This is an optimization exercise on Yosys and OpenROAD, whose aim is small area, not a production implementation.
At most, simulation tests tie the RTL to the original design; equivalence was not proved.
For run 7, only the layout was checked, not whether the RTL still works.
No activity file was given, so power comes from the tool's default toggle rates.

**flow/flow/run.sh**
```bash
#!/bin/bash
# Standard ORFS flow (standard.sh), with two layout options changed:
#  - input/output port buffers use the smallest buffer cell;
#  - CTS clusters up to 20 sinks on clkbuf_8 and inserts no dummy loads.
export BUFFER_PORTS_ARGS="-buffer_cell sky130_fd_sc_hd__buf_1"
export CTS_ARGS="-sink_clustering_enable -repair_clock_nets -dont_use_dummy_load -sink_clustering_size 20 -sink_clustering_max_diameter 50 -buf_list {sky130_fd_sc_hd__clkbuf_8}"
bash standard.sh > standard.log 2>&1
```
**flow/standard.sh**
```bash
#!/bin/bash
# synth_recipe.tcl (not shown) runs the flow's synth.tcl, then flattens the netlist and writes it again
# the make line also repeats each setting of config.mk as NAME=value (left out here)
make -C /OpenROAD-flow-scripts/flow DESIGN_CONFIG=/design/flow/config.mk WORK_HOME=/design/flow/orfs CLKGATE_MAP_FILE= SYNTH_SCRIPT=/design/flow/synth_recipe.tcl "${@:-finish}"
```
**flow/design.v**
```verilog
module vedirect_decoder (
    input  wire         clk,
    input  wire         rst,             
    input  wire         in_valid,
    input  wire [7:0]   in_byte,
    output wire         in_ready,
    output reg          out_valid,
    output reg          out_kind,        
    output wire [3:0]   out_nfields,     
    output wire [5:0]   out_hex_len,     
    output wire [255:0] out_hex,         
    input  wire [3:0]   rd_idx,          
    output reg  [63:0]  rd_label,
    output reg  [3:0]   rd_label_len,
    output reg  [127:0] rd_value,
    output reg  [4:0]   rd_value_len,
    output wire         dbg_drop,
    output reg  [3:0]   dbg_cause
);
    localparam ML = 8;    
    localparam MV = 16;   
    localparam MF = 12;   
    localparam MH = 32;   
    localparam [7:0] TAB        = 8'h09;
    localparam [7:0] LF         = 8'h0A;
    localparam [7:0] CR         = 8'h0D;
    localparam [7:0] HEX_MARKER = 8'h3A;
    localparam [7:0] HEX_TERM   = 8'h0A;
    localparam [7:0] HEX_CK     = 8'h55;
    localparam [7:0] CK_SEED    = 8'h00;
    localparam [63:0] CK_LABEL  = 64'h6D75_736B_6365_6843;
    localparam [1:0] S_IDLE = 2'd0, S_LABEL = 2'd1, S_VALUE = 2'd2, S_HEX = 2'd3;
    localparam [3:0] C_NONE          = 4'h0,
                     C_TERM_IN_LABEL = 4'h1,
                     C_LABEL_OVF     = 4'h2,
                     C_BAD_IN_VALUE  = 4'h3,
                     C_VALUE_OVF     = 4'h4,
                     C_CR_WITHOUT_LF = 4'h5,
                     C_CK_TOO_LONG   = 4'h6,
                     C_RECORD_OVF    = 4'h7,
                     C_CK_MISMATCH   = 4'h8,
                     C_HEX_INVALID   = 4'h9,
                     C_HEX_RESTART   = 4'hA;
    localparam VB = (MF - 1) * MV * 8 + 8;    
    assign in_ready = 1'b1;
    reg [1:0]       st;
    reg [5:0]       pos;      
    reg [7:0]       acc;
    reg [3:0]       rec_n;
    reg [MF-1:0]    m;        
    reg             ck;       
    reg             f;        
    reg             newf;     
    reg [MF*ML*8-1:0] lab;    
    reg [VB-1:0]      val;    
    assign out_nfields = rec_n;
    assign out_hex_len = pos;
    assign out_hex     = val[MH*8-1:0];
    assign dbg_drop    = |dbg_cause;
    wire [7:0] b = in_byte;
    wire b_print  = (b >= 8'h20) && (b <= 8'h7E);
    wire b_digit  = (b >= 8'h30) && (b <= 8'h39);
    wire b_upper  = (b >= 8'h41) && (b <= 8'h46);
    wire b_lower  = (b >= 8'h61) && (b <= 8'h66);
    wire b_hexdig = b_digit || b_upper || b_lower;
    wire [3:0] b_hexval = b_digit ? b[3:0] : (b[3:0] + 4'd9);
    wire [7:0] hex_add  = pos[0] ? {4'h0, b_hexval} : {b_hexval, 4'h0};
    wire is_tab = (b == TAB);
    wire is_lf  = (b == LF);
    wire is_cr  = (b == CR);
    reg [ML-1:0] p8;       
    reg [MV-1:0] p16;      
    reg [MH-1:0] p32;      
    reg [ML-1:0] q8;       
    reg [MV-1:0] q16;      
    integer i, j;
    always @* begin
        for (j = 0; j < MH; j = j + 1)
            p32[j] = (pos == j);
        p16 = p32[MV-1:0];
        p8  = p32[ML-1:0];
        for (j = 0; j < ML; j = j + 1)
            q8[j] = p8[j] || (is_tab && pos < j);
        for (j = 0; j < MV; j = j + 1)
            q16[j] = p16[j] || (is_cr && pos < j);
    end
    reg [MF-1:0] mm;
    reg [7:0]    lb;
    always @* begin
        for (i = 0; i < MF; i = i + 1) begin
            lb = 8'h00;
            for (j = 0; j < ML; j = j + 1)
                lb = lb | ({8{p8[j]}} & lab[(i*ML+j)*8 +: 8]);
            mm[i] = m[i] && (pos[3] || lb == b);
        end
    end
    wire hit = |mm;
    reg [MF-1:0] slot_n;        
    reg [MF-1:0] slot_lt;       
    wire [3:0] rec_n_inc = rec_n + {3'd0, newf};
    always @* begin
        for (i = 0; i < MF; i = i + 1) begin
            slot_n[i]  = (rec_n == i);
            slot_lt[i] = (i < rec_n_inc);
        end
    end
    wire [7:0] ck_byte = CK_LABEL[pos[2:0]*8 +: 8];
    wire hex_valid = !f && !pos[0] && (pos != 6'd0) && (acc == HEX_CK);
    reg [3:0] cause;
    always @(posedge clk) begin
        cause = C_NONE;
        if (rst) begin
            st        <= S_IDLE;
            out_valid <= 1'b0;
            dbg_cause <= C_NONE;
        end else if (in_valid) begin
            out_valid <= 1'b0;
            case (st)
            S_IDLE: begin
                if (b == HEX_MARKER) begin
                    pos <= 6'd0;
                    f   <= 1'b0;
                    acc <= 8'h00;
                    st  <= S_HEX;
                end else if (b_print) begin
                    rec_n <= 4'd0;
                    pos   <= 6'd1;
                    acc   <= CK_SEED + b;
                    ck    <= (b == CK_LABEL[7:0]);
                    m     <= {MF{1'b0}};
                    st    <= S_LABEL;
                end
            end
            S_LABEL: begin
                if (is_tab) begin
                    acc  <= acc + b;
                    pos  <= 6'd0;
                    f    <= 1'b0;
                    ck   <= ck && pos[3];
                    m    <= hit ? mm : slot_n;
                    newf <= !hit;
                    st   <= S_VALUE;
                end else if (is_cr || is_lf) begin
                    cause = C_TERM_IN_LABEL;
                end else if (!pos[3]) begin
                    pos <= pos + 6'd1;
                    acc <= acc + b;
                    m   <= mm;
                    ck  <= ck && (b == ck_byte);
                end else begin
                    cause = C_LABEL_OVF;
                end
            end
            S_VALUE: begin
                if (!ck) begin
                    if (!f) begin
                        if (is_cr) begin
                            f   <= 1'b1;
                            acc <= acc + b;
                        end else if (is_tab || is_lf) begin
                            cause = C_BAD_IN_VALUE;
                        end else if (!pos[4]) begin
                            pos <= pos + 6'd1;
                            acc <= acc + b;
                        end else begin
                            cause = C_VALUE_OVF;
                        end
                    end else if (is_lf) begin
                        if (m == {MF{1'b0}}) begin
                            cause = C_RECORD_OVF;
                        end else begin
                            rec_n <= rec_n_inc;
                            acc   <= acc + b;
                            pos   <= 6'd0;
                            f     <= 1'b0;
                            ck    <= 1'b1;
                            m     <= slot_lt;
                            st    <= S_LABEL;
                        end
                    end else begin
                        cause = C_CR_WITHOUT_LF;
                    end
                end else begin
                    if (!pos[0]) begin
                        pos <= 6'd1;
                        acc <= acc + b;
                    end else if (!f) begin
                        if (is_cr)
                            f <= 1'b1;
                        else
                            cause = C_CK_TOO_LONG;
                    end else if (is_lf) begin
                        if (m == {MF{1'b0}}) begin
                            cause = C_RECORD_OVF;
                        end else if (acc == 8'h00) begin
                            out_valid <= 1'b1;
                            out_kind  <= 1'b0;
                            rec_n     <= rec_n + 4'd1;
                            st        <= S_IDLE;
                        end else begin
                            cause = C_CK_MISMATCH;
                        end
                    end else begin
                        cause = C_CR_WITHOUT_LF;
                    end
                end
            end
            S_HEX: begin
                if (b == HEX_TERM) begin
                    if (hex_valid) begin
                        out_valid <= 1'b1;
                        out_kind  <= 1'b1;
                        st        <= S_IDLE;
                    end else begin
                        cause = C_HEX_INVALID;
                    end
                end else if (b == HEX_MARKER) begin
                    cause = C_HEX_RESTART;
                    pos <= 6'd0;
                    f   <= 1'b0;
                    acc <= 8'h00;
                end else if (!f) begin
                    if (!b_hexdig || pos[5]) begin
                        f <= 1'b1;
                    end else begin
                        pos <= pos + 6'd1;
                        acc <= acc + hex_add;
                    end
                end
            end
            endcase
            if (cause != C_NONE && cause != C_HEX_RESTART)
                st <= S_IDLE;
            dbg_cause <= cause;
        end
    end
    wire wr_idle  = in_valid && (st == S_IDLE);
    wire wr_label = in_valid && (st == S_LABEL);
    wire wr_value = in_valid && (st == S_VALUE) && !f;
    wire wr_hex   = in_valid && (st == S_HEX);
    reg [MF*ML-1:0]       we_lab;
    reg [(MF-1)*MV:0]     we_val;
    always @* begin
        for (i = 0; i < MF; i = i + 1)
            for (j = 0; j < ML; j = j + 1)
                we_lab[i*ML+j] = (wr_label && slot_n[i] && q8[j]) ||
                                 (i == 0 && j == 0 && wr_idle);
        for (i = 0; i < MF; i = i + 1)
            for (j = 0; j < MV; j = j + 1)
                if (i < MF - 1 || j == 0)
                    we_val[i*MV+j] = (wr_value && m[i] && q16[j]) ||
                                     (i < 2 && wr_hex && p32[i*MV+j]);
    end
    always @(posedge clk) begin
        for (i = 0; i < MF*ML; i = i + 1)
            if (we_lab[i]) lab[i*8 +: 8] <= b;
        for (i = 0; i <= (MF-1)*MV; i = i + 1)
            if (we_val[i]) val[i*8 +: 8] <= b;
    end
    reg [MF-1:0] rsel;
    reg [ML-1:0] t_l;
    reg [MV-1:0] t_v;
    always @* begin
        for (i = 0; i < MF; i = i + 1)
            rsel[i] = (rd_idx == i);
        rd_label = {8*ML{1'b0}};
        rd_value = {8*MV{1'b0}};
        for (i = 0; i < MF; i = i + 1) begin
            if (i < MF - 1)
                rd_label = rd_label | ({8*ML{rsel[i]}} & lab[i*ML*8 +: ML*8]);
            else
                rd_label = rd_label | ({8*ML{rsel[i]}} & CK_LABEL);
            if (i < MF - 1)
                rd_value = rd_value | ({8*MV{rsel[i]}} & val[i*MV*8 +: MV*8]);
            else
                rd_value[7:0] = rd_value[7:0] | ({8{rsel[i]}} & val[i*MV*8 +: 8]);
        end
        for (j = 0; j < ML; j = j + 1)
            t_l[j] = (rd_label[j*8 +: 8] == TAB);
        for (j = 0; j < MV; j = j + 1)
            t_v[j] = (rd_value[j*8 +: 8] == CR);
        rd_label_len = {!t_l[7], !t_l[3] && t_l[7],
                        (!t_l[1] && t_l[3]) || (!t_l[5] && t_l[7]),
                        (!t_l[0] && t_l[1]) || (!t_l[2] && t_l[3]) ||
                        (!t_l[4] && t_l[5]) || (!t_l[6] && t_l[7])};
        rd_value_len = {!t_v[15], !t_v[7] && t_v[15],
                        (!t_v[3] && t_v[7]) || (!t_v[11] && t_v[15]),
                        (!t_v[1] && t_v[3]) || (!t_v[5] && t_v[7]) ||
                        (!t_v[9] && t_v[11]) || (!t_v[13] && t_v[15]),
                        (!t_v[0] && t_v[1]) || (!t_v[2] && t_v[3]) ||
                        (!t_v[4] && t_v[5]) || (!t_v[6] && t_v[7]) ||
                        (!t_v[8] && t_v[9]) || (!t_v[10] && t_v[11]) ||
                        (!t_v[12] && t_v[13]) || (!t_v[14] && t_v[15])};
        if (rd_idx + 4'd1 == rec_n)
            rd_value_len = 5'd1;
    end
endmodule
```
**flow/config.mk**
```make
export PLATFORM = sky130hd
export DESIGN_NAME = vedirect_decoder
export DESIGN_NICKNAME = vedirect_decoder
export VERILOG_FILES = /design/flow/design.v
export SDC_FILE = /design/flow/constraint.sdc
export NUM_CORES = 4
export LEC_CHECK = 0
export CAP_MARGIN = 20
export CORE_MARGIN = 2
export CORE_UTILIZATION = 40
export SETUP_SLACK_MARGIN = 0.3
export SLEW_MARGIN = 20
```
**flow/constraint.sdc**
```tcl
create_clock -name core_clock -period 10.0 [get_ports {clk}]
set_input_delay 2.0000 -clock core_clock [delete_from_list [all_inputs] [get_ports {clk}]]
set_output_delay 2.0000 -clock core_clock [all_outputs]
set_load 0.01 [all_outputs]
```
==> results of run 1 <==
-- cell usage after synthesis (107+ instances only) --
cell / instances
edfxtp_1: 2218
a22oi_1: 403
nor2_1: 393
nand2_1: 305
a221oi_1: 273
buf_4: 272
a22o_1: 211
clkbuf_1: 200
mux2i_1: 180
a21oi_1: 151
buf_2: 151
nand3_1: 148
a222oi_1: 147
o21ai_0: 107
-- sequential cells by signal (all words and copies together) (netlist names), 2 cells and up --
signal and flops:
st 2, pos 6, lab 768, val 1416, acc 8, m 12
dbg_cause 4, rec_n 4
-- power groups by stage --
stage | combinational, mW | clock (mW) | sequential, mW
2_1_floorplan | 0.543 | 0 | 10.5
3_3_place_gp | 1.21 | 0 | 10.5
3_5_place_dp | 1.22 | 0 | 10.5
4_1_cts | 1.22 | 5.02 | 10.3
5_1_grt | 1.29 | 5.32 | 10.3
6_report | 1.26 | 4.99 | 10.3
-- routing by layer --
layer | share of wire [%] | GRT usage [%] | wire [um]
met2 | 43 | 49.6 | 178000
met1 | 37 | 44.5 | 151000
met4 | 6.9 | 19.5 | 28400
met3 | 13 | 10.2 | 54800
met5 | 0.036 | 0 | 149
-- placed cells by master, fill, tap and decap left out, types with 13 or more instances in the layout --
cell type | netlist | routed
nor2_2 | 3 | 35
and3_1 | 85 | 85
clkbuf_8 | 0 | 221
and4_1 | 22 | 22
xnor2_1 | 75 | 75
buf_1 | 70 | 478
nand2_1 | 305 | 297
a222oi_1 | 147 | 147
buf_4 | 272 | 231
buf_12 | 0 | 27
o32ai_1 | 14 | 13
a22oi_1 | 403 | 403
o2bb2ai_1 | 19 | 19
a211oi_1 | 29 | 29
a21o_1 | 16 | 16
a22o_1 | 211 | 211
a31oi_1 | 20 | 19
o21ai_1 | 7 | 15
and4b_1 | 14 | 14
inv_1 | 44 | 44
mux2i_1 | 180 | 180
nor3_1 | 62 | 61
nand3_1 | 148 | 147
ha_1 | 39 | 31
or4_1 | 22 | 21
o22ai_1 | 58 | 57
a221oi_1 | 273 | 273
nor2_1 | 393 | 356
nor4_1 | 35 | 31
a2111oi_0 | 29 | 26
mux2_2 | 48 | 48
xor2_1 | 23 | 23
nand4_1 | 61 | 61
edfxtp_1 | 2218 | 2218
nand2b_1 | 19 | 17
o21ai_0 | 107 | 98
a21oi_1 | 151 | 148
-- final cells by class --
type                    instances  area [um2]
diodes                          7        17.5
clock buffers                 221        3040
fillers                     20800      132000
inverters                      49         184
multi-input cells            3206       22600
flip-flops and latches       2225       66700
well taps                    3043        3810
repair buffers                752        4210
-- kinds of logic (layout without fill, tap and decap cells) --
logic type      count (synthesis)  count (layout)
other cells                     1               8
compound gates               1564            1564
mux                           228             228
fa+ha+maj                      41              41
buf+inv                       754            1022
simple gates                 1273            1273
flops                        2225            2225
xor+xnor                       99              99
-- critical path: stages --
cell,delay [ns]
buf_1,0.30
ha_2,0.66
and3b_4,0.86
buf_12,0.39
buf_4,0.33
a222oi_1,0.14
nand3_1,0.29
or4b_1,0.46
or4b_1,0.77
a21o_1,0.27
o2111ai_1,0.10
buf_1,0.18
-- per-stage QoR --
step | utilization [%] | area (um2) | std cells
2_1_floorplan | - | 93100 | 6185
3_3_place_gp | 41.9 | 97300 | 9263
3_5_place_dp | 42.0 | 97400 | 9269
4_1_cts | 43.3 | 100000 | 9490
5_1_grt | 43.3 | 101000 | 9498
6_report | 43.3 | 101000 | 9503
-- worst min-delay path by stage --
stage                       from      endpoint  slack [ns]
floorplan                  st[1]         st[1]        0.48
global placement    dbg_cause[2]  dbg_cause[2]        0.48
detailed placement  dbg_cause[3]  dbg_cause[3]        0.49
CTS                 dbg_cause[3]  dbg_cause[3]        0.50
global route           out_valid     out_valid        0.52
finish              dbg_cause[3]  dbg_cause[3]        0.49
==> metrics.cfg, run 1 <==
[die]
die_h_um = 486
die_area_um2 = 237000
core_area_um2 = 232000
ios = 490
initial_core_util_pct = 40.1
die_w_um = 486
rows = 177

[clocking]
clock-sinks = 2225
clk_latency_ns = 1.03
numCtsBuffers = 221
clk_pin_slew_ns = 0.05
htree_levels = 4
cts.path.max_buffers = 3
cts_root_buf = clkbuf_8
cts_hold_buf = 0
cts_tree = yes
post_cts_buffers = 0
cts_resized = 0

[sta]
max_slew.worst_pin.slew_ns = 1.37
hold_viol = 0
period_share_pct = 89.0
skew_ns = 0.148
fin_crit_ns = 8.90
setup_viol = 0
worst_slack_ns = 1.10
timing.hold.ws_ns = 0.492
max_freq_mhz = 112
rsz0062_at_grt = false
fin_tns_setup_ns = 0
slew_headroom_pct = 8.62
slew_viol_final = 0

[critical_path]
r2r_setup_slack_ns = 2.74
worstPathArrival_ns = 6.90
critPathCaptureType = primary output
worstReg2RegStart = pos[1]
cp-startpoint = rd_idx[0]
reg2reg_depth = 15
r2r_end = m[1]
worstPathRequired_ns = 8.00
worst-setup-path-type = input pin to primary output
cp-endpoint = rd_label_len[0]
startpoint_type = input pin
path_max_fanout = 46

[synthesis]
syn_area_um2 = 93100
seq_area_frac_synth_pct = 71.7
synth_xor_area_share_pct = 0.948
syn_avg_cell_area_um2 = 15.1
synth.area.mux_share_pct = 2.52
synthAdderAreaFrac_pct = 0.567
async_reset_ff_share_pct = 0
ys.flop_type = edfxtp_1
yosysTopAreaCell = edfxtp_1
synth.top_cells.by_area = edfxtp_1 72%, a22oi_1 3.2%, a221oi_1 2.6%, buf_4 2.2%, a22o_1 2.0%
ys_warn_count = 146
synth_nets = 6241
synth_top_family_by_area = compound AO/OA/AOI/OAI gates
synthCells = 6185
synth_compound_area_share_pct = 13.1
synth_edf_count = 2218
synth-simple-area-share_pct = 6.78
synth.distinct_cells = 88
synth-seq-cells = 2225
synth_top_cell_area_share_pct = 71.5

[drt]
vias = 65600
drt_pass1_iterations = 10
drc = 0
wl_mm = 413
viasPerCell = 6.90
drt_iter0_markers = 12600
antenna_left = 0
drt-wirelength-per-cell_um = 43.4

[placed_design]
io_buffers = 488
dp_slack_ns = 1.21
dp_hpwl_mm = 281
gp_congestion = 1.06

[flow_run]
drv_cap = 0

[power]
powerDensity_nw_per_um2 = 164
p_int_mw = 12.5
ir_worst_vdd_v = 0.000119
total_power_mw = 16.5
pwr-share-seq_pct = 62.1
p_comb_share_pct = 7.6
clockPowerShare_pct = 30.2
leakagePower_nw = 30.8
p_sw_share_pct = 24.3
switchingPower_mw = 4.02

[grt]
grt_pass1_vias = 61600
grt_pass1_wl_mm = 549
track_usage_pct = 33.8
grt_max_degree = 146
overflow = 0
antenna_found_initial = 25

[hold_path]
hold_depth = 2
hold_class = flop to flop

[cells_and_area]
nNetsFinal = 6511
final_layout_size_suffix_gt1_share_pct = 10.1
area_growth_pct = 8.05

[run_status]
status = finished clean

==> inputs of run 2 (changes only) <==
==> flow/flow/run.sh (replaced) <==
#!/bin/bash
# Standard ORFS flow (standard.sh), with two layout options changed:
#  - input/output port buffers use the smallest buffer cell;
#  - CTS clusters up to 10 sinks on clkbuf_4 and inserts no dummy loads.
export BUFFER_PORTS_ARGS="-buffer_cell sky130_fd_sc_hd__buf_1"
export CTS_ARGS="-sink_clustering_enable -repair_clock_nets -dont_use_dummy_load -sink_clustering_size 10 -sink_clustering_max_diameter 40 -buf_list {sky130_fd_sc_hd__clkbuf_4}"
bash standard.sh > standard.log 2>&1
==> run 2 against run 1 <==
Against the previous run: via count up 1.6%; critical path depth unchanged; synthesized cell count unchanged; die area unchanged; routed wire length up 0.48%; first-iteration DRC count down 1.6%; clock power down 4.4%; final area down 0.35%; non-clock buffer count down 2; total power down 1.4%; critical path type unchanged; critical endpoint is now rd_value_len[0].
==> metrics.cfg, run 2 <==
[critical_path]
cp-endpoint = rd_value_len[0]
path_max_fanout = 19
r2r_end = m[1]
worstReg2RegStart = pos[1]
reg2reg_depth = 15
startpoint_type = input pin
slowest_delay_ns = 0.99
crit_family = simple AND/OR/NAND/NOR gates
critPathCaptureType = primary output
critPathSlowestCell = nor3b_4
cp_num_cells = 12
worstPathRequired_ns = 8.00
critPathBufInv = 3
worst-setup-path-type = input pin to primary output
worstPathArrival_ns = 6.96
r2r_setup_slack_ns = 2.64
path_cells = buf_1, ha_2, nor3b_4, buf_4, a221oi_1, nand4_1, nand3_1, or4_1, a41oi_1, a2111oi_0, nand4b_1, buf_1
cp-startpoint = rd_idx[0]
cp_common_cell = buf_1

[grt]
overflow = 0
grt_pass1_vias = 62800
antenna_found_initial = 22
grt_pass1_wl_mm = 552
grt_max_degree = 146
track_usage_pct = 34.0

[sta]
slew_viol_final = 0
period_share_pct = 89.6
max_slew.worst_pin.slew_ns = 1.42
skew_ns = 0.221
fin_crit_ns = 8.96
fin_tns_setup_ns = 0
setup_viol = 0
slew_headroom_pct = 5.17
rsz0062_at_grt = false
max_freq_mhz = 112
hold_viol = 0

[die]
die_area_um2 = 237000
core_area_um2 = 232000
ios = 490
initial_core_util_pct = 40.1
die_h_um = 486
die_w_um = 486
rows = 177

[power]
leakagePower_nw = 30.9
ir_worst_vdd_v = 0.0000970
switchingPower_mw = 4.10
p_comb_share_pct = 7.8
powerDensity_nw_per_um2 = 163
total_power_mw = 16.3
p_sw_share_pct = 25.2
p_int_mw = 12.2
pwr-share-seq_pct = 63.0
clockPowerShare_pct = 29.2

[drt]
antenna_left = 0
wirelength_met1_mm = 150
drt-wirelength-per-cell_um = 43.0
drc = 0
wl_mm = 415
dr.max_layer_used = met5
route.met3.wl_mm = 56.6
wl_met2_mm = 179
vias = 66600
drt_pass1_iterations = 10
drt_iter0_markers = 12400
viasPerCell = 6.91

[synthesis]
syn_area_um2 = 93100
synth.distinct_cells = 88
syn_avg_cell_area_um2 = 15.1
synth-seq-cells = 2225
ys.flop_type = edfxtp_1
synth_top_cell_area_share_pct = 71.5
ys_warn_count = 146
synth_nets = 6241
synth_edf_count = 2218
synth.most_common_cell = edfxtp_1
yosysTopAreaCell = edfxtp_1
synth.top_cells.by_area = edfxtp_1 72%, a22oi_1 3.2%, a221oi_1 2.6%, buf_4 2.2%, a22o_1 2.0%
async_reset_ff_share_pct = 0
seq_area_frac_synth_pct = 71.7
synth_common_cells = 2218 x edfxtp_1, 403 x a22oi_1, 393 x nor2_1, 305 x nand2_1, 273 x a221oi_1
synthCells = 6185

[run_status]
status = finished clean

[cells_and_area]
final_area_um2 = 100000
largest_reg_flops = 1416
final_layout_size_suffix_gt1_share_pct = 11.9
instances_no_fill = 9645
top_regs = val x1416, lab x768, m x12
final_cell_mix = 2218 x edfxtp_1, 478 x buf_1, 403 x a22oi_1
area_growth_pct = 7.68
final_common_cell = edfxtp_1
nNetsFinal = 6645
regMostFlops = val
fill_cells = 21000

[hold_path]
hold_class = flop to flop

[clocking]
cts.path.max_buffers = 4
cts_hold_buf = 0
clk_pin_slew_ns = 0.06
numCtsBuffers = 357
htree_levels = 5
post_cts_buffers = 0
clk_latency_ns = 1.50
clock-sinks = 2225
cts_resized = 0
cts_root_buf = clkbuf_4
cts_tree = yes

[placed_design]
place_area_um2 = 97400
placed_cells = 9269
gp_congestion = 1.06
dp_hpwl_mm = 281
io_buffers = 488

[flow_run]
drv_cap = 0

run 2: cell count changes in the layout (fill, tap and decap cells not counted):
cell,before,now
clkbuf_4,12,368
clkbuf_8,221,0
diode_2,7,15
buf_2,1,0
nor3_1,61,60
nor3_2,2,3
run 2: final cells by class:
| class | instances | area, um2 | share of cell area, % |
|---|---|---|---|
| flip-flops and latches | 2225 | 66700 | 66.6 |
| inverters | 49 | 184 | 0.183 |
| multi-input cells | 3206 | 22600 | 22.5 |
| clock buffers | 357 | 2680 | 2.67 |
| repair buffers | 750 | 4190 | 4.18 |
| diodes | 15 | 37.5 | 0.0374 |
| well taps | 3043 | 3810 | 3.80 |
run 2: per-stage QoR:
step / setup WS (ns) / hold slack (ns) / utilization, %
floorplan: 3.18 / 0.479 / -
global placement: 0.875 / 0.485 / 41.9
detailed placement: 1.21 / 0.491 / 42.0
CTS: 1.20 / 0.502 / 43.1
global route: 1.07 / 0.524 / 43.2
finish: 1.04 / 0.494 / 43.2
run 2: worst min path at each step:
stage | from | endpoint | slack, ns | cells past startpoint
2_1_floorplan | st[1] | st[1] | 0.48 | 1
3_3_place_gp | dbg_cause[2] | dbg_cause[2] | 0.48 | 2
3_5_place_dp | dbg_cause[3] | dbg_cause[3] | 0.49 | 2
4_1_cts | dbg_cause[3] | dbg_cause[3] | 0.50 | 2
5_1_grt | out_valid | out_valid | 0.52 | 2
6_report | dbg_cause[3] | dbg_cause[3] | 0.49 | 2
run 2: power groups by stage:
stage	Sequential [mW]	Combinational [mW]	Clock, mW
final	10.3	1.26	4.77
after global routing	10.3	1.29	5.14
after CTS	10.3	1.22	4.78
after detailed placement	10.5	1.22	0
after global placement	10.5	1.21	0
after floorplan	10.5	0.543	0
run 2: layer usage:
| layer | up-vias | global-route usage [%] |
|---|---|---|
| met5 | - | 0.449 |
| met4 | 8 | 19.7 |
| li1 | 25600 | - |
| met2 | 5864 | 50.0 |
| met1 | 34000 | 44.3 |
| met3 | 1151 | 10.6 |
run 2: cells by family (layout without fill, tap and decap cells):
family | after synthesis | after routing | share of synthesized area (%)
compound gates | 1564 | 1564 | 13.1
xor+xnor | 99 | 99 | 0.948
fa+ha+maj | 41 | 41 | 0.567
buf+inv | 754 | 1156 | 4.44
flops | 2225 | 2225 | 71.7
mux | 228 | 228 | 2.52
other cells | 1 | 16 | 0.00403
simple gates | 1273 | 1273 | 6.78
run 2: worst min-delay path: stages, from the launching register on:
cell and delay (ns):
dfxtp_1 0.33, nand2b_1 0.07, a21oi_1 0.05
==> inputs of run 3 (changes only) <==
--- a/flow/config.mk
+++ b/flow/config.mk
@@ -9,3 +9,4 @@
 export CORE_MARGIN = 2
-export CORE_UTILIZATION = 40
+export CORE_UTILIZATION = 50
+export GPL_ROUTABILITY_DRIVEN = 1
 export SETUP_SLACK_MARGIN = 0.3
==> run 3 against run 2 <==
Against the previous run: utilization rose by 11 points; sequential share of layout area rose by 0.37 points; clock skew fell by 0.096 ns; maximum frequency rose by 1.2%; register-to-register slack improved by 0.02 ns; area after synthesis did not move; cell count fell by 5.7%; synthesized cell count did not move; global-route usage rose by 9.3 points; clock power barely moved; setup slack improved by 0.11 ns; critical path type unchanged; critical endpoint unchanged; largest cell class unchanged.
==> metrics.cfg, run 3 <==
[grt]
track_usage_pct = 43.3
overflow = 0
grt_max_degree = 151
grt_pass1_wl_mm = 557
antenna_found_initial = 20
grt_pass1_vias = 62100

[critical_path]
startpoint_type = input pin
worstPathArrival_ns = 6.85
cp_common_cell = buf_1
path_max_fanout = 15
slowest_delay_ns = 0.91
critPathCaptureType = primary output
critPathSlowestCell = nor3b_4
reg2reg_depth = 13
worstPathRequired_ns = 8.00
worst-setup-path-type = input pin to primary output
r2r_setup_slack_ns = 2.66
path_cells = buf_1, inv_1, ha_2, nor3b_4, buf_4, a22o_1, a221oi_1, nand3_1, nand4bb_1, or4_1, a41oi_1, a2111oi_0, nand4b_1, buf_1

[synthesis]
synth.most_common_cell = edfxtp_1
synth_common_cells = 2218 x edfxtp_1, 403 x a22oi_1, 393 x nor2_1, 305 x nand2_1, 273 x a221oi_1
async_reset_ff_share_pct = 0
synth_edf_count = 2218
synth_top_cell_area_share_pct = 71.5
synthCells = 6185
ys.flop_type = edfxtp_1
synth-seq-cells = 2225
yosysTopAreaCell = edfxtp_1
syn_area_um2 = 93100
synth.distinct_cells = 88
syn_avg_cell_area_um2 = 15.1
ys_warn_count = 146
seq_area_frac_synth_pct = 71.7
synth.top_cells.by_area = edfxtp_1 72%, a22oi_1 3.2%, a221oi_1 2.6%, buf_4 2.2%, a22o_1 2.0%
synth_nets = 6241

[power]
p_int_mw = 12.2
ir_worst_vdd_v = 0.000116
pwr-share-seq_pct = 63.0
switchingPower_mw = 4.10
powerDensity_nw_per_um2 = 163
total_power_mw = 16.3
clockPowerShare_pct = 29.2
leakagePower_nw = 31.0
p_comb_share_pct = 7.8
p_sw_share_pct = 25.2

[clocking]
htree_levels = 5
cts_tree = yes
post_cts_buffers = 0
cts.path.max_buffers = 4
clk_pin_slew_ns = 0.08
cts_root_buf = clkbuf_4
clk_latency_ns = 1.49
clock-sinks = 2225
cts_resized = 0
cts_hold_buf = 0
numCtsBuffers = 355

[sta]
period_share_pct = 88.5
rsz0062_at_grt = false
setup_viol = 0
fin_crit_ns = 8.85
max_slew.worst_pin.slew_ns = 1.33
fin_tns_setup_ns = 0
slew_viol_final = 0
max_freq_mhz = 113
slew_headroom_pct = 10.9
skew_ns = 0.125
hold_viol = 0

[cells_and_area]
final_common_cell = edfxtp_1
area_growth_pct = 7.09
final_layout_size_suffix_gt1_share_pct = 11.8
final_cell_mix = 2218 x edfxtp_1, 478 x buf_1, 402 x a22oi_1
nNetsFinal = 6659
regMostFlops = val
largest_reg_flops = 1416
top_regs = val x1416, lab x768, m x12

[drt]
wl_mm = 419
drc = 0
drt_iter0_markers = 13000
drt-wirelength-per-cell_um = 46.1
viasPerCell = 7.36
drt_pass1_iterations = 27
vias = 66900
antenna_left = 0

[placed_design]
io_buffers = 488
gp_congestion = 1.11
dp_hpwl_mm = 287

[die]
ios = 490
rows = 158
initial_core_util_pct = 50.3
core_area_um2 = 185000
die_h_um = 435
die_area_um2 = 190000
die_w_um = 435

[hold_path]
hold_depth = 2
hold_class = flop to flop

[run_status]
status = finished clean

[flow_run]
drv_cap = 0

## run 3: cell count changes in the layout (fill, tap and decap cells not counted), sizes merged
cell	change
diode	+4
buf	+14
## run 3: cell families (layout without fill, tap and decap cells)
group | count (synthesis) | after routing | synth area share, %
adder cells (fa/ha/maj) | 41 | 41 | 0.567
XOR/XNOR | 99 | 99 | 0.948
flip-flops | 2225 | 2225 | 71.7
multiplexers | 228 | 228 | 2.52
buffers and inverters | 754 | 1170 | 4.44
AND/OR/NAND/NOR | 1273 | 1273 | 6.78
other | 1 | 20 | 0.00403
AO/OA/AOI/OAI | 1564 | 1564 | 13.1
## run 3: final timing paths
kind                                   endpoint    startpoint
worst max-delay path            rd_value_len[0]     rd_idx[0]
worst min-delay path               dbg_cause[3]  dbg_cause[3]
worst max register to register             m[9]        pos[1]
worst min register to register     dbg_cause[3]  dbg_cause[3]
## run 3: area by class of cell
type / instances / area [um2]
tap: 2480 / 3100
antenna: 19 / 47.5
clock buffer: 355 / 2670
fill: 15400 / 85500
multi-input combinational: 3206 / 22600
sequential: 2225 / 66700
timing repair buffer: 766 / 4390
inverter: 49 / 184
## run 3: per-layer routing
layer / global-route usage, % / up-vias / wire [um]
met5: 0.605 / - / 378
met4: 30.8 / 14 / 37000
li1: - / 25600 / -
met2: 62.8 / 6076 / 180000
met1: 55.4 / 33900 / 146000
met3: 13.2 / 1327 / 55600
## run 3: power by group through the flow
stage                     sequential, mW  combinational (mW)  clock, mW
after CTS                           10.3                1.22       4.77
final                               10.3                1.27       4.76
after global routing                10.3                1.29       5.10
after detailed placement            10.5                1.22          0
after global placement              10.5                1.21          0
after floorplan                     10.5               0.543          0
## run 3: metrics by stage
stage	hold slack [ns]	area (um2)	std cells	setup WS (ns)	utilization, %
2_1_floorplan	0.479	93100	6185	3.18	-
3_3_place_gp	0.470	96800	8711	0.917	52.2
3_5_place_dp	0.474	96900	8720	1.20	52.3
4_1_cts	0.493	99600	9075	1.20	53.7
5_1_grt	0.534	99700	9090	1.14	53.8
6_report	0.491	99700	9100	1.15	53.8
## run 3: critical path: cells and delay by family
| family | cells | cell delay, ns |
|---|---|---|
| and+or+nand+nor | 5 | 2.45 |
| buffers and inverters | 4 | 0.90 |
| AOI/OAI and AO/OA | 4 | 1.13 |
| adders and majority gates | 1 | 0.34 |
==> inputs of run 4 (changes only) <==
==> flow/flow/run.sh (replaced) <==
#!/bin/bash
# Standard ORFS flow (standard.sh), with two layout options changed:
#  - input/output port buffers use the smallest buffer cell;
#  - CTS clusters up to 8 sinks on clkbuf_4 and inserts no dummy loads.
export BUFFER_PORTS_ARGS="-buffer_cell sky130_fd_sc_hd__buf_1"
export CTS_ARGS="-sink_clustering_enable -repair_clock_nets -dont_use_dummy_load -sink_clustering_size 8 -sink_clustering_max_diameter 30 -buf_list {sky130_fd_sc_hd__clkbuf_4}"
bash standard.sh > standard.log 2>&1
--- a/flow/config.mk
+++ b/flow/config.mk
@@ -9,4 +9,3 @@
 export CORE_MARGIN = 2
-export CORE_UTILIZATION = 50
-export GPL_ROUTABILITY_DRIVEN = 1
+export CORE_UTILIZATION = 40
 export SETUP_SLACK_MARGIN = 0.3
==> run 4 against run 3 <==
Against the previous run: cell count is 7.3% higher; non-clock buffer count is 15 lower; critical path depth is 1 lower; utilization is 10 points lower; via count is 0.20% higher; clock-buffer cell count is 124 higher; still clean on timing, DRC and antenna; worst hold slack better by 0.0019 ns; combinational power hardly changed; maximum frequency is 2.0% lower; global-route usage is 9.2 points lower.
==> metrics.cfg, run 4 <==
[drt]
wl_mm = 415
vias = 67100
drt-wirelength-per-cell_um = 42.5
drc = 0
viasPerCell = 6.87
antenna_left = 0
drt_iter0_markers = 12700
drt_pass1_iterations = 9

[placed_design]
dp_hpwl_mm = 281
placed_cells = 9269
gp_congestion = 1.06
io_buffers = 488

[critical_path]
worstPathRequired_ns = 8.00
slowest_delay_ns = 0.97
critPathSlowestCell = nor3b_4
path_cells = buf_1, ha_2, nor3b_4, buf_12, a22oi_1, and4_1, nand2_1, nand4bb_1, nor4b_2, nor2_1, a2111oi_0, nand4b_1, buf_1
worst-setup-path-type = input pin to primary output
startpoint_type = input pin
path_max_fanout = 37
worstPathArrival_ns = 7.03
critPathCaptureType = primary output
cp_common_cell = buf_1

[sta]
setup_viol = 0
rsz0062_at_grt = false
max_slew.worst_pin.slew_ns = 1.38
fin_crit_ns = 9.03
max_freq_mhz = 111
skew_ns = 0.227
fin_tns_setup_ns = 0
hold_viol = 0
slew_viol_final = 0
slew_headroom_pct = 8.10
period_share_pct = 90.3

[clocking]
cts_root_buf = clkbuf_4
clk_latency_ns = 1.54
numCtsBuffers = 479
cts.path.max_buffers = 4
clock-sinks = 2225
cts_hold_buf = 0
post_cts_buffers = 0
cts_resized = 0
clk_pin_slew_ns = 0.06
htree_levels = 5
cts_tree = yes

[grt]
overflow = 0
track_usage_pct = 34.1
grt_pass1_vias = 63600
grt_pass1_wl_mm = 554
grt_max_degree = 146
antenna_found_initial = 27

[die]
core_area_um2 = 232000
die_w_um = 486
rows = 177
ios = 490
die_area_um2 = 237000
die_h_um = 486
initial_core_util_pct = 40.1

[synthesis]
ys.flop_type = edfxtp_1
synth_edf_count = 2218
syn_avg_cell_area_um2 = 15.1
async_reset_ff_share_pct = 0
synth.most_common_cell = edfxtp_1
synth-seq-cells = 2225
synth_nets = 6241
syn_area_um2 = 93100
ys_warn_count = 146
seq_area_frac_synth_pct = 71.7
synth_common_cells = 2218 x edfxtp_1, 403 x a22oi_1, 393 x nor2_1, 305 x nand2_1, 273 x a221oi_1
synth.top_cells.by_area = edfxtp_1 72%, a22oi_1 3.2%, a221oi_1 2.6%, buf_4 2.2%, a22o_1 2.0%
yosysTopAreaCell = edfxtp_1
synthCells = 6185
synth.distinct_cells = 88
synth_top_cell_area_share_pct = 71.5

[power]
p_comb_share_pct = 7.5
switchingPower_mw = 4.22
ir_worst_vdd_v = 0.0000918
clockPowerShare_pct = 31.9
p_int_mw = 12.7
p_sw_share_pct = 24.9
powerDensity_nw_per_um2 = 168
leakagePower_nw = 31.5
pwr-share-seq_pct = 60.6

[cells_and_area]
area_growth_pct = 8.64
nNetsFinal = 6768
instances_no_fill = 9762
final_util_pct = 43.6
final_cell_mix = 2218 x edfxtp_1, 490 x clkbuf_4, 478 x buf_1
largest_reg_flops = 1416
top_regs = val x1416, lab x768, m x12
final_layout_size_suffix_gt1_share_pct = 13.5
regMostFlops = val
final_common_cell = edfxtp_1

[hold_path]
hold_class = flop to flop

[flow_run]
drv_cap = 0

[run_status]
status = finished clean

[run 4: cell counts after synthesis]
Identical to the previous run, type by type.
[run 4: logic make-up after synthesis]
logic type / Yosys count / synth area share (%)
AOI/OAI and AO/OA: 1564 / 13.1
xor gates and xnor gates: 99 / 0.948
adders and majority gates: 41 / 0.567
buffers and inverters: 754 / 4.44
DFF: 2225 / 71.7
muxes: 228 / 2.52
other: 1 / 0.00403
and+or+nand+nor: 1273 / 6.78
[run 4: final timing paths]
| check | cells after the start | slack [ns] | to | start |
|---|---|---|---|---|
| worst min-delay path | 2 | 0.49 | dbg_cause[3] | dbg_cause[3] |
| worst min register to register | 2 | 0.49 | dbg_cause[3] | dbg_cause[3] |
| worst max-delay path | 13 | 0.97 | rd_value_len[0] | rd_idx[0] |
| worst max register to register | 16 | 2.83 | m[10] | pos[1] |
[run 4: area by class of cell]
class / count / area [um2]
Timing Repair Buffer: 751 / 4190
Multi-Input combinational cell: 3206 / 22600
Antenna cell: 9 / 22.5
Clock buffer: 479 / 3600
Fill cell: 21000 / 131000
Sequential cell: 2225 / 66700
Inverter: 49 / 184
Tap cell: 3043 / 3810
[run 4: layer usage]
layer | track usage (%) | wire [um] | vias up
li1 | - | - | 25900
met4 | 19.9 | 28400 | 16
met1 | 45.0 | 151000 | 34000
met3 | 9.61 | 55100 | 1148
met2 | 50.2 | 180000 | 6039
met5 | 0 | 115 | -
[run 4: critical path: cells and delay by family]
kind                     cells  cell delay, ns
buffers and inverters        3            0.87
adder cells (fa/ha/maj)      1            0.66
AO/OA/AOI/OAI                2            0.74
AND/OR/NAND/NOR              7            2.72
[run 4: per-stage QoR]
stage	hold slack, ns	instance area [um2]	setup WS, ns	total power, mW
finish	0.493	101000	0.967	17.0
global route	0.523	101000	1.08	17.4
CTS	0.502	101000	1.20	16.9
detailed placement	0.491	97400	1.21	11.7
global placement	0.485	97300	0.875	11.7
floorplan	0.479	93100	3.18	11.0
[run 4: power groups by stage]
stage	Combinational (mW)	Sequential [mW]	Clock [mW]
6_report	1.26	10.3	5.41
5_1_grt	1.29	10.3	5.82
4_1_cts	1.22	10.3	5.46
3_5_place_dp	1.22	10.5	0
3_3_place_gp	1.21	10.5	0
2_1_floorplan	0.543	10.5	0
==> inputs of run 5 (changes only) <==
--- a/flow/design.v
+++ b/flow/design.v
@@ -7,3 +7,3 @@
     output reg          out_valid,
-    output reg          out_kind,        
+    output wire         out_kind,        
     output wire [3:0]   out_nfields,     
@@ -59,2 +59,3 @@
     assign dbg_drop    = |dbg_cause;
+    assign out_kind    = !f;
     wire [7:0] b = in_byte;
@@ -196,3 +197,2 @@
                             out_valid <= 1'b1;
-                            out_kind  <= 1'b0;
                             rec_n     <= rec_n + 4'd1;
@@ -211,3 +211,2 @@
                         out_valid <= 1'b1;
-                        out_kind  <= 1'b1;
                         st        <= S_IDLE;
==> run 5 against run 4 <==
Against the previous run: clock power is 3% lower; worst hold slack got worse by 0.0030 ns; die area shrank 0.48%; critical endpoint unchanged; final area decreased by 0.80%; sequential share of layout area rose by 0.50 points; area after synthesis fell by 0.48%; largest cell class unchanged; still clean on timing, DRC and antenna; utilization about the same; setup slack gained 0.059 ns; register-to-register slack improved by 1.3 ns.
==> metrics.cfg, run 5 <==
[clocking]
cts_resized = 0
numCtsBuffers = 462
clock-sinks = 2224
cts_hold_buf = 0
cts.path.max_buffers = 4
cts_tree = yes
clk_pin_slew_ns = 0.03
cts_root_buf = clkbuf_4
clk_latency_ns = 1.55
post_cts_buffers = 0
htree_levels = 5

[critical_path]
critPathCaptureType = primary output
crit_family = simple AND/OR/NAND/NOR gates
startpoint_type = input pin
critPathBufInv = 5
path_max_fanout = 36
slowest_delay_ns = 0.83
worstPathArrival_ns = 6.97
cp_num_cells = 15
worst-setup-path-type = input pin to primary output
reg2reg_depth = 13
path_cells = buf_1, ha_1, buf_4, and3b_4, buf_4, buf_4, a22o_1, a221oi_1, and3_1, nand2_1, nor4b_1, a41o_1, and4_1, nand4_1, buf_1
worstReg2RegStart = pos[0]
cp-startpoint = rd_idx[0]
worstPathRequired_ns = 8.00
cp_common_cell = buf_4
critPathSlowestCell = and3b_4

[flow_run]
drv_cap = 0

[sta]
period_share_pct = 89.7
slew_viol_final = 0
hold_viol = 0
fin_crit_ns = 8.97
slew_headroom_pct = 7.15
fin_tns_setup_ns = 0
max_freq_mhz = 111
skew_ns = 0.191
timing.hold.ws_ns = 0.489
rsz0062_at_grt = false
max_slew.worst_pin.slew_ns = 1.39
setup_viol = 0

[grt]
overflow = 0
grt_pass1_vias = 62700
grt_pass1_wl_mm = 512
track_usage_pct = 31.1
antenna_found_initial = 19
grt_max_degree = 162

[cells_and_area]
final_common_cell = edfxtp_1
nNetsFinal = 6625
area_growth_pct = 8.29
top_regs = val x1416, lab x768, m x12
instances_no_fill = 9609
final_util_pct = 43.6
regMostFlops = val
final_cell_mix = 2217 x edfxtp_1, 477 x buf_1, 472 x clkbuf_4
largest_reg_flops = 1416
multi_input_area_um2 = 22200
final_area_um2 = 100000
fill_cells = 20600
seqCellArea_um2 = 66700
final_layout_size_suffix_gt1_share_pct = 13.3

[synthesis]
synth.most_common_cell = edfxtp_1
syn_avg_cell_area_um2 = 15.2
synth.top_cells.by_area = edfxtp_1 72%, a22oi_1 3.8%, a221oi_1 2.6%, a22o_1 2.5%, buf_4 2.1%
async_reset_ff_share_pct = 0
synth-seq-cells = 2224
yosysTopAreaCell = edfxtp_1
synth.distinct_cells = 104
ys_warn_count = 146
seq_area_frac_synth_pct = 72.0
synth_edf_count = 2217
syn_area_um2 = 92600
synthCells = 6078
synth_common_cells = 2217 x edfxtp_1, 463 x a22oi_1, 384 x nor2_1, 289 x nand2_1, 272 x a221oi_1
synth_top_cell_area_share_pct = 71.9
ys.flop_type = edfxtp_1
synth_nets = 6134

[die]
die_area_um2 = 235000
rows = 176
core_area_um2 = 230000
ios = 490
initial_core_util_pct = 40.3
die_h_um = 485
die_w_um = 485

[placed_design]
io_buffers = 488
placed_cells = 9126
place_area_um2 = 96800
dp_hpwl_mm = 254
gp_congestion = 1.05

[hold_path]
hold_class = flop to flop
min-delay-start = out_valid
hold_depth = 2

[drt]
vias = 65600
drt-wirelength-per-cell_um = 39.4
viasPerCell = 6.83
drt_pass1_iterations = 10
drc = 0
drt_iter0_markers = 13000
antenna_left = 0
wl_mm = 379

[power]
ir_worst_vdd_v = 0.000135
powerDensity_nw_per_um2 = 169
leakagePower_nw = 30.9

[run_status]
status = finished clean

[run 5: changes by cell type in the layout (fill, tap and decap cells not counted), moves of 16 or more]
cell	change
a22oi_1	+60
buf_4	-16
o22ai_1	-31
a22o_1	+53
nand2_1	-17
a222oi_1	+19
mux2_2	-16
nor3_1	-18
clkbuf_4	-18
o21ai_0	-20
and4_1	+22
mux2i_1	-84
a21oi_1	-47
[run 5: power breakdown]
part / switching (mW) / internal [mW]
sequential: 0.0242 / 10.3
clock: 3.17 / 2.09
combinational: 1.02 / 0.344
total: 4.22 / 12.7
[run 5: kinds of logic (layout without fill, tap and decap cells)]
logic type | Yosys count | in the layout | synth area share, %
other cells | 1 | 17 | 0.00405
buf+inv | 748 | 1237 | 4.41
simple gates | 1232 | 1232 | 6.75
fa+ha+maj | 41 | 41 | 0.570
flops | 2224 | 2224 | 72.0
compound gates | 1613 | 1613 | 14.0
xor+xnor | 91 | 91 | 0.868
mux | 128 | 128 | 1.43
[run 5: metal layers]
| layer | global-route usage (%) | routed length, um |
|---|---|---|
| met2 | 46.4 | 165000 |
| met3 | 10.4 | 55500 |
| met5 | 0 | 88 |
| met1 | 40.0 | 134000 |
| met4 | 17.1 | 24300 |
[run 5: layout make-up]
type | count | area share [%]
sequential | 2224 | 66.5
multi-input combinational | 3106 | 22.1
timing repair buffer | 728 | 3.95
tap | 3026 | 3.77
clock buffer | 462 | 3.46
inverter | 47 | 0.176
antenna | 16 | 0.0399
[run 5: worst paths after layout]
| path | slack [ns] | end |
|---|---|---|
| max | 1.03 | rd_value_len[0] |
| min | 0.49 | out_valid |
| max reg2reg | 4.08 | m[0] |
| min reg2reg | 0.49 | out_valid |
[run 5: worst reg2reg max path: stages (launching register included)]
cell and delay (ns):
edfxtp_1 0.34, buf_4 0.51, ha_4 0.60, buf_4 0.75, a222oi_1 0.27, nor2_1 0.47, a221oi_1 0.12, xnor2_1 0.80
nor4_1 0.15, buf_2 0.23, a32oi_1 0.57, and2_4 0.27, nand4_4 0.28, o31ai_2 0.36
[run 5: per-stage QoR]
| stage | setup WS, ns | power [mW] |
|---|---|---|
| final | 1.03 | 16.9 |
| after global routing | 1.03 | 17.4 |
| after CTS | 1.14 | 16.9 |
| after detailed placement | 1.14 | 11.8 |
| after global placement | 0.951 | 11.8 |
| after floorplan | 3.36 | 11.1 |
==> inputs of run 6 (changes only) <==
--- a/flow/design.v
+++ b/flow/design.v
@@ -7,3 +7,3 @@
     output reg          out_valid,
-    output wire         out_kind,        
+    output reg          out_kind,        
     output wire [3:0]   out_nfields,     
@@ -59,3 +59,2 @@
     assign dbg_drop    = |dbg_cause;
-    assign out_kind    = !f;
     wire [7:0] b = in_byte;
@@ -197,2 +196,3 @@
                             out_valid <= 1'b1;
+                            out_kind  <= 1'b0;
                             rec_n     <= rec_n + 4'd1;
@@ -211,2 +211,3 @@
                         out_valid <= 1'b1;
+                        out_kind  <= 1'b1;
                         st        <= S_IDLE;
==> flow/run.sh (new file) <==
#!/bin/bash
# synth_recipe.tcl (not shown) runs the flow's synth.tcl, then flattens the netlist and writes it again
# the make line also repeats each setting of config.mk as NAME=value (left out here)
make -C /OpenROAD-flow-scripts/flow DESIGN_CONFIG=/design/flow/config.mk WORK_HOME=/design/flow/orfs CLKGATE_MAP_FILE= SYNTH_SCRIPT=/design/flow/synth_recipe.tcl finish
--- a/flow/config.mk
+++ b/flow/config.mk
@@ -10,2 +10,5 @@
 export CORE_UTILIZATION = 40
+export CTS_BUF_LIST = sky130_fd_sc_hd__clkbuf_8
+export CTS_CLUSTER_DIAMETER = 50
+export CTS_CLUSTER_SIZE = 20
 export SETUP_SLACK_MARGIN = 0.3
removed: flow/flow/run.sh
removed: flow/standard.sh
==> run 6 against run 5 <==
Against the previous run: still clean on timing, DRC and antenna; total power increased by 8.6%; clock skew decreased by 0.13 ns; sequential power about the same; global-route usage increased by 3.5 points; routed wire length increased by 12%; clock power increased by 28%; register-to-register slack got worse by 0.52 ns; area after synthesis increased by 0.48%; largest power group unchanged.
==> metrics.cfg, run 6 <==
[run_status]
status = finished clean

[sta]
period_share_pct = 97.0
max_freq_mhz = 103
setup_viol = 0
slew_headroom_pct = 11.8
worst_slack_ns = 0.305
fin_tns_setup_ns = 0
max_slew.worst_pin.slew_ns = 1.32
skew_ns = 0.0652
fin_crit_ns = 9.70
slew_viol_final = 0
hold_viol = 0
rsz0062_at_grt = false

[synthesis]
synthCells = 6185
synth.most_common_cell = edfxtp_1
synth_top_cell_area_share_pct = 71.5
yosysTopAreaCell = edfxtp_1
seq_area_frac_synth_pct = 71.7
synth-seq-cells = 2225
synth.distinct_cells = 88
ys.flop_type = edfxtp_1
synth_common_cells = 2218 x edfxtp_1, 403 x a22oi_1, 393 x nor2_1, 305 x nand2_1, 273 x a221oi_1
synth_nets = 6241
syn_avg_cell_area_um2 = 15.1
async_reset_ff_share_pct = 0
synth.top_cells.by_area = edfxtp_1 72%, a22oi_1 3.2%, a221oi_1 2.6%, buf_4 2.2%, a22o_1 2.0%
syn_area_um2 = 93100
ys_warn_count = 146
synth_edf_count = 2218

[grt]
grt_max_degree = 137
overflow = 0
grt_pass1_vias = 61700
track_usage_pct = 34.7
antenna_found_initial = 28
grt_pass1_wl_mm = 559

[die]
initial_core_util_pct = 40.1
ios = 490
rows = 177
die_area_um2 = 237000
die_h_um = 486
core_area_um2 = 232000
die_w_um = 486

[power]
powerDensity_nw_per_um2 = 173
leakagePower_nw = 33.3
ir_worst_vdd_v = 0.000101

[critical_path]
r2r_end = m[9]
worst-setup-path-type = input pin to primary output
slowest_delay_ns = 0.77
critPathCaptureType = primary output
worstPathArrival_ns = 7.70
cp-endpoint = rd_value_len[0]
r2r_setup_slack_ns = 3.56
path_cells = clkdlybuf4s50_1, inv_1, ha_2, and3b_4, buf_12, a22o_1, a221oi_1, and3_1, nand2_1, nor4bb_1, a41oi_1, a221oi_1, nand4b_1, clkdlybuf4s50_1
critPathBufInv = 4
crit_family = simple AND/OR/NAND/NOR gates
cp-startpoint = rd_idx[0]
worstReg2RegStart = pos[1]
cp_num_cells = 14
worstPathRequired_ns = 8.00
reg2reg_depth = 12
startpoint_type = input pin
critPathSlowestCell = nor4bb_1
path_max_fanout = 83

[hold_path]
hold_depth = 2
hold_class = flop to flop

[clocking]
clock-sinks = 2225
post_cts_buffers = 0
cts.path.max_buffers = 3
numCtsBuffers = 219
clk_pin_slew_ns = 0.08
clk_latency_ns = 1.05
htree_levels = 4
cts_root_buf = clkbuf_8
cts_tree = yes
cts_hold_buf = 0
cts_resized = 0

[drt]
vias = 66300
antenna_left = 0
viasPerCell = 6.82
drt_iter0_markers = 13600
drt-wirelength-per-cell_um = 43.5
wl_mm = 423
drt_pass1_iterations = 11
drc = 0

[cells_and_area]
largest_reg_flops = 1416
seqCellArea_um2 = 66700
final_common_cell = edfxtp_1
multi_input_area_um2 = 22500
final_cell_mix = 2218 x edfxtp_1, 478 x clkdlybuf4s50_1, 403 x a22oi_1
top_regs = val x1416, lab x768, m x12
area_growth_pct = 13.9
final_layout_size_suffix_gt1_share_pct = 12.4
regMostFlops = val
nNetsFinal = 6528
fill_cells = 20400

[placed_design]
gp_congestion = 1.07
dp_hpwl_mm = 289
io_buffers = 488
dp_slack_ns = 0.423

[flow_run]
drv_cap = 0

==> run 6: kinds of logic after synthesis <==
group,Yosys count,share of synthesized area [%]
AOI/OAI and AO/OA,1564,13.1
and+or+nand+nor,1273,6.78
muxes,228,2.52
other,1,0.00403
adders and majority gates,41,0.567
DFF,2225,71.7
xor gates and xnor gates,99,0.948
buffers and inverters,754,4.44
==> run 6: metal layers <==
| layer | up-vias | track usage, % | wire length [um] |
|---|---|---|---|
| met3 | 1031 | 10.9 | 55800 |
| met5 | - | 0 | 103 |
| li1 | 25500 | - | - |
| met4 | 14 | 19.8 | 29700 |
| met2 | 5651 | 51.0 | 182000 |
| met1 | 34100 | 45.3 | 155000 |
==> run 6: worst min-delay path by stage <==
| stage | slack [ns] | end | from |
|---|---|---|---|
| 4_1_cts | 0.50 | dbg_cause[2] | dbg_cause[2] |
| 5_1_grt | 0.53 | dbg_cause[2] | dbg_cause[2] |
| 3_5_place_dp | 0.49 | dbg_cause[2] | dbg_cause[2] |
| 2_1_floorplan | 0.48 | st[1] | st[1] |
| 6_report | 0.50 | dbg_cause[2] | dbg_cause[2] |
| 3_3_place_gp | 0.48 | dbg_cause[2] | dbg_cause[2] |
==> run 6: area by class of cell <==
type                            instances  share of cell area (%)
Sequential cell                      2225                    62.9
Multi-Input combinational cell       3206                    21.3
Timing Repair Buffer                  771                    7.00
Tap cell                             3043                    3.59
Clock buffer                          223                    2.89
Clock inverter                        188                    2.12
Inverter                               49                   0.173
Antenna cell                            8                  0.0189
==> run 6: worst min-delay path, cell delays in order (launching register included) <==
cell      delay [ns]
dfxtp_1         0.33
nand2b_1        0.07
a21oi_1         0.06
==> run 6: per-stage QoR <==
step           cell area (um2)  hold WS (ns)  util, %  instances  power, mW
2_1_floorplan            93100         0.479        -       6185       11.0
3_3_place_gp            101000         0.484     43.3       9289       11.8
3_5_place_dp            101000         0.488     43.4       9294       11.8
4_1_cts                 106000         0.503     45.7       9705       18.3
5_1_grt                 106000         0.525     45.7       9708       18.7
6_report                106000         0.502     45.7       9713       18.4
==> run 6: where the power goes <==
group	switching (mW)	total, mW	internal, mW
sequential	0.0147	10.3	10.3
clock	3.89	6.72	2.83
combinational	0.958	1.38	0.421
==> inputs of run 7 (changes only) <==
--- a/flow/design.v
+++ b/flow/design.v
@@ -73,4 +73,2 @@
     reg [MH-1:0] p32;      
-    reg [ML-1:0] q8;       
-    reg [MV-1:0] q16;      
     integer i, j;
@@ -81,6 +79,2 @@
         p8  = p32[ML-1:0];
-        for (j = 0; j < ML; j = j + 1)
-            q8[j] = p8[j] || (is_tab && pos < j);
-        for (j = 0; j < MV; j = j + 1)
-            q16[j] = p16[j] || (is_cr && pos < j);
     end
@@ -245,3 +239,3 @@
             for (j = 0; j < ML; j = j + 1)
-                we_lab[i*ML+j] = (wr_label && slot_n[i] && q8[j]) ||
+                we_lab[i*ML+j] = (wr_label && slot_n[i] && p8[j]) ||
                                  (i == 0 && j == 0 && wr_idle);
@@ -250,3 +244,3 @@
                 if (i < MF - 1 || j == 0)
-                    we_val[i*MV+j] = (wr_value && m[i] && q16[j]) ||
+                    we_val[i*MV+j] = (wr_value && m[i] && p16[j]) ||
                                      (i < 2 && wr_hex && p32[i*MV+j]);
@@ -260,4 +254,3 @@
     reg [MF-1:0] rsel;
-    reg [ML-1:0] t_l;
-    reg [MV-1:0] t_v;
+    reg          found;
     always @* begin
@@ -277,18 +270,10 @@
         end
-        for (j = 0; j < ML; j = j + 1)
-            t_l[j] = (rd_label[j*8 +: 8] == TAB);
-        for (j = 0; j < MV; j = j + 1)
-            t_v[j] = (rd_value[j*8 +: 8] == CR);
-        rd_label_len = {!t_l[7], !t_l[3] && t_l[7],
-                        (!t_l[1] && t_l[3]) || (!t_l[5] && t_l[7]),
-                        (!t_l[0] && t_l[1]) || (!t_l[2] && t_l[3]) ||
-                        (!t_l[4] && t_l[5]) || (!t_l[6] && t_l[7])};
-        rd_value_len = {!t_v[15], !t_v[7] && t_v[15],
-                        (!t_v[3] && t_v[7]) || (!t_v[11] && t_v[15]),
-                        (!t_v[1] && t_v[3]) || (!t_v[5] && t_v[7]) ||
-                        (!t_v[9] && t_v[11]) || (!t_v[13] && t_v[15]),
-                        (!t_v[0] && t_v[1]) || (!t_v[2] && t_v[3]) ||
-                        (!t_v[4] && t_v[5]) || (!t_v[6] && t_v[7]) ||
-                        (!t_v[8] && t_v[9]) || (!t_v[10] && t_v[11]) ||
-                        (!t_v[12] && t_v[13]) || (!t_v[14] && t_v[15])};
+        rd_label_len = ML;
+        for (j = ML - 1; j >= 0; j = j - 1)
+            if (rd_label[j*8 +: 8] == TAB)
+                rd_label_len = j;
+        rd_value_len = MV;
+        for (j = MV - 1; j >= 0; j = j - 1)
+            if (rd_value[j*8 +: 8] == CR)
+                rd_value_len = j;
         if (rd_idx + 4'd1 == rec_n)
--- a/flow/config.mk
+++ b/flow/config.mk
@@ -9,7 +9,5 @@
 export CORE_MARGIN = 2
-export CORE_UTILIZATION = 40
-export CTS_BUF_LIST = sky130_fd_sc_hd__clkbuf_8
-export CTS_CLUSTER_DIAMETER = 50
+export CORE_UTILIZATION = 60
+export CTS_BUF_LIST = sky130_fd_sc_hd__clkbuf_4 sky130_fd_sc_hd__clkbuf_8
 export CTS_CLUSTER_SIZE = 20
-export SETUP_SLACK_MARGIN = 0.3
 export SLEW_MARGIN = 20
==> run 7 against run 6 <==
Against the previous run: the layout now fails its checks (negative setup slack); routed wire length rose by 0.34%; maximum frequency fell by 4.0%; clock power rose by 17%; critical path type unchanged; highest routed layer unchanged.
==> metrics.cfg, run 7 <==
[synthesis]
synth_common_cells = 2218 x edfxtp_1, 523 x nor2_1, 434 x a22oi_1, 269 x a222oi_1, 267 x buf_4
yosysTopAreaCell = edfxtp_1
seq_area_frac_synth_pct = 70.9
syn_area_um2 = 94200
synth_edf_count = 2218
synth_top_cell_area_share_pct = 70.7
synth.top_cells.by_area = edfxtp_1 71%, a22oi_1 3.5%, a222oi_1 2.9%, buf_4 2.1%, nor2_1 2.1%
synth-seq-cells = 2225
synthCells = 6457
synth.most_common_cell = edfxtp_1
ys_warn_count = 146
synth_nets = 6512
syn_avg_cell_area_um2 = 14.6
synth.distinct_cells = 97
ys.flop_type = edfxtp_1
async_reset_ff_share_pct = 0

[hold_path]
min-delay-start = dbg_cause[3]
hold_depth = 2
hold_class = flop to flop

[sta]
rsz0062_at_grt = false
setup_viol = 2
hold_viol = 0
slew_viol_final = 0
period_share_pct = 101
fin_crit_ns = 10.09
worst_slack_ns = -0.0940
slew_headroom_pct = 8.11
max_freq_mhz = 99.1
max_slew.worst_pin.slew_ns = 1.38
skew_ns = 0.0699

[grt]
antenna_found_initial = 37
overflow = 0
track_usage_pct = 51.6
grt_max_degree = 160
grt_pass1_wl_mm = 565
grt_pass1_vias = 66700

[power]
powerDensity_nw_per_um2 = 183
leakagePower_nw = 34.6
ir_worst_vdd_v = 0.000232

[die]
die_area_um2 = 160000
die_h_um = 400
core_area_um2 = 156000
ios = 490
die_w_um = 400
rows = 145
initial_core_util_pct = 60.4

[cells_and_area]
final_util_pct = 69.1
area_growth_pct = 14.5
final_cell_mix = 2218 x edfxtp_1, 497 x nor2_1, 478 x clkdlybuf4s50_1
regMostFlops = val
final_layout_size_suffix_gt1_share_pct = 14.6
top_regs = val x1416, lab x768, m x12
largest_reg_flops = 1416
nNetsFinal = 6940
final_common_cell = edfxtp_1
fill_cells = 10200
instances_no_fill = 9246

[critical_path]
worst-setup-path-type = input pin to primary output
reg2reg_depth = 14
worstPathArrival_ns = 8.09
startpoint_type = input pin
path_max_fanout = 30
worstPathRequired_ns = 8.00
worstReg2RegStart = pos[0]
critPathSlowestCell = o211ai_1
crit_family = compound AO/OA/AOI/OAI gates
cp_num_cells = 12
critPathCaptureType = primary output
critPathBufInv = 5
path_cells = clkdlybuf4s50_1, inv_1, ha_4, nor2b_4, buf_4, a22oi_1, o211ai_1, nor4_1, buf_4, o21ai_0, a21boi_0, clkdlybuf4s50_1
cp-startpoint = rd_idx[0]
slowest_delay_ns = 1.02

[clocking]
numCtsBuffers = 367
post_cts_buffers = 0
clk_pin_slew_ns = 0.06
cts.path.max_buffers = 4
cts_hold_buf = 0
clock-sinks = 2225
cts_tree = yes
htree_levels = 5
cts_root_buf = clkbuf_8
clk_latency_ns = 1.11
cts_resized = 1

[placed_design]
placed_cells = 8565
dp_hpwl_mm = 282
gp_congestion = 1.12
io_buffers = 488

[drt]
drc = 0
drt-wirelength-per-cell_um = 45.9
wl_met2_mm = 170
wl_mm = 424
wirelength_met1_mm = 137
route.met3.wl_mm = 81.2
drt_pass1_iterations = 13
viasPerCell = 7.92
drt_iter0_markers = 17500
dr.max_layer_used = met5
vias = 73300
antenna_left = 0

[run_status]
so_faults = negative setup slack
status = failed layout checks

[flow_run]
drv_cap = 0

[run 7: changes by cell type in the layout (fill, tap and decap cells not counted), sizes merged, moves of 54 or more]
cell    previous run  this run
a221oi           274       182
nor2             397       528
mux2i            180        78
a222oi           147       269
a22o             211       143
clkbuf           224       489
clkinv            81       135
[run 7: worst paths after layout]
path	end	slack (ns)
hold / removal	dbg_cause[3]	0.49
hold reg to reg	dbg_cause[3]	0.49
setup reg to reg	m[11]	3.14
setup / recovery	rd_label_len[1]	-0.09
[run 7: cell families (layout without fill, tap and decap cells)]
logic type	after synthesis	in the layout	synth area share, %
adders and majority gates	40	40	0.547
buffers and inverters	841	1534	4.74
DFF	2225	2225	70.9
muxes	117	117	1.30
and+or+nand+nor	1358	1358	6.95
other	1	39	0.00398
AOI/OAI and AO/OA	1769	1769	14.6
xor gates and xnor gates	106	106	0.986
[run 7: routing by layer]
layer	GRT usage, %	up-vias
li1	-	26900
met1	65.5	35300
met2	69.9	9123
met3	25.9	1850
met4	33.3	42
met5	0.847	-
[run 7: power by group]
group          switching (mW)  leakage (nW)  internal (mW)
combinational            1.10          11.0          0.472
clock                    3.73          3.64           4.10
sequential             0.0132          20.0           10.3
total                    4.85          34.6           14.8
[run 7: area by class of cell]
type,count,area (um2),area share (%)
Sequential cell,2225,66700,61.9
Multi-Input combinational cell,3391,23400,21.7
Timing Repair Buffer,822,7870,7.30
Clock buffer,484,5970,5.54
Tap cell,2058,2570,2.39
Clock inverter,150,893,0.828
Inverter,78,300,0.278
Antenna cell,38,95.1,0.0882
[run 7: tightest hold or removal path, stage by stage, from the launching register on]
cell	delay [ns]
dfxtp_1	0.32
nand2b_1	0.07
a21oi_1	0.06
[run 7: stage by stage]
step | instance area [um2] | power (mW) | setup WS, ns | setup TNS, ns | hold slack [ns]
5_1_grt | 108000 | 20.0 | 0.0215 | 0 | 0.504
2_1_floorplan | 94200 | 11.1 | 2.91 | 0 | 0.466
3_5_place_dp | 101000 | 11.9 | 0.109 | 0 | 0.479
4_1_cts | 108000 | 19.5 | 0.0896 | 0 | 0.490
3_3_place_gp | 101000 | 11.9 | 0.151 | 0 | 0.465
6_report | 108000 | 19.7 | -0.0940 | -0.177 | 0.494

## afterwards: timing with drivers on the ports
No port has a modelled driver above. Below, the same layouts with a new extraction and two added sets of constraints. Step 1 (the two cells are an assumption about what drives the block):
set clk [get_ports {clk}]
set_driving_cell -lib_cell sky130_fd_sc_hd__clkbuf_16 $clk
set_driving_cell -lib_cell sky130_fd_sc_hd__buf_2 [delete_from_list [all_inputs] $clk]
Step 2 moves the port delays by t, midway between the first and last clock arrival at a register: inputs arrive t later, outputs are due t later. That takes back most of the time a late clock gives input paths. Slacks: ideal ports / drivers / drivers and shift; pairs: ideal ports / drivers.
run	shift t [ns]	setup slack, ns	worst setup path after step 2	slew at the worst register clock pin (ns)	worst data-port slew with drivers (ns)
run 1	1.091	1.097 / 1.073 / 1.073	input to output	0.12 / 0.12	0.09
run 2	1.482	1.038 / 1.014 / 1.014	input to output	0.12 / 0.12	0.08
run 3	1.494	1.145 / 1.124 / 1.124	input to output	0.12 / 0.12	0.16
run 4	1.537	0.967 / 0.943 / 0.943	input to output	0.10 / 0.10	0.09
run 5	1.507	1.026 / 0.994 / 0.994	input to output	0.09 / 0.09	0.19
run 6	1.123	0.305 / 0.276 / 0.276	input to output	0.12 / 0.12	0.12
run 7	1.147	-0.094 / -0.120 / -0.120	input to output	0.07 / 0.07	0.07
The setup slack of run 5, which loses most, moves by -0.032 ns with the drivers and by -0.032 ns with both steps.
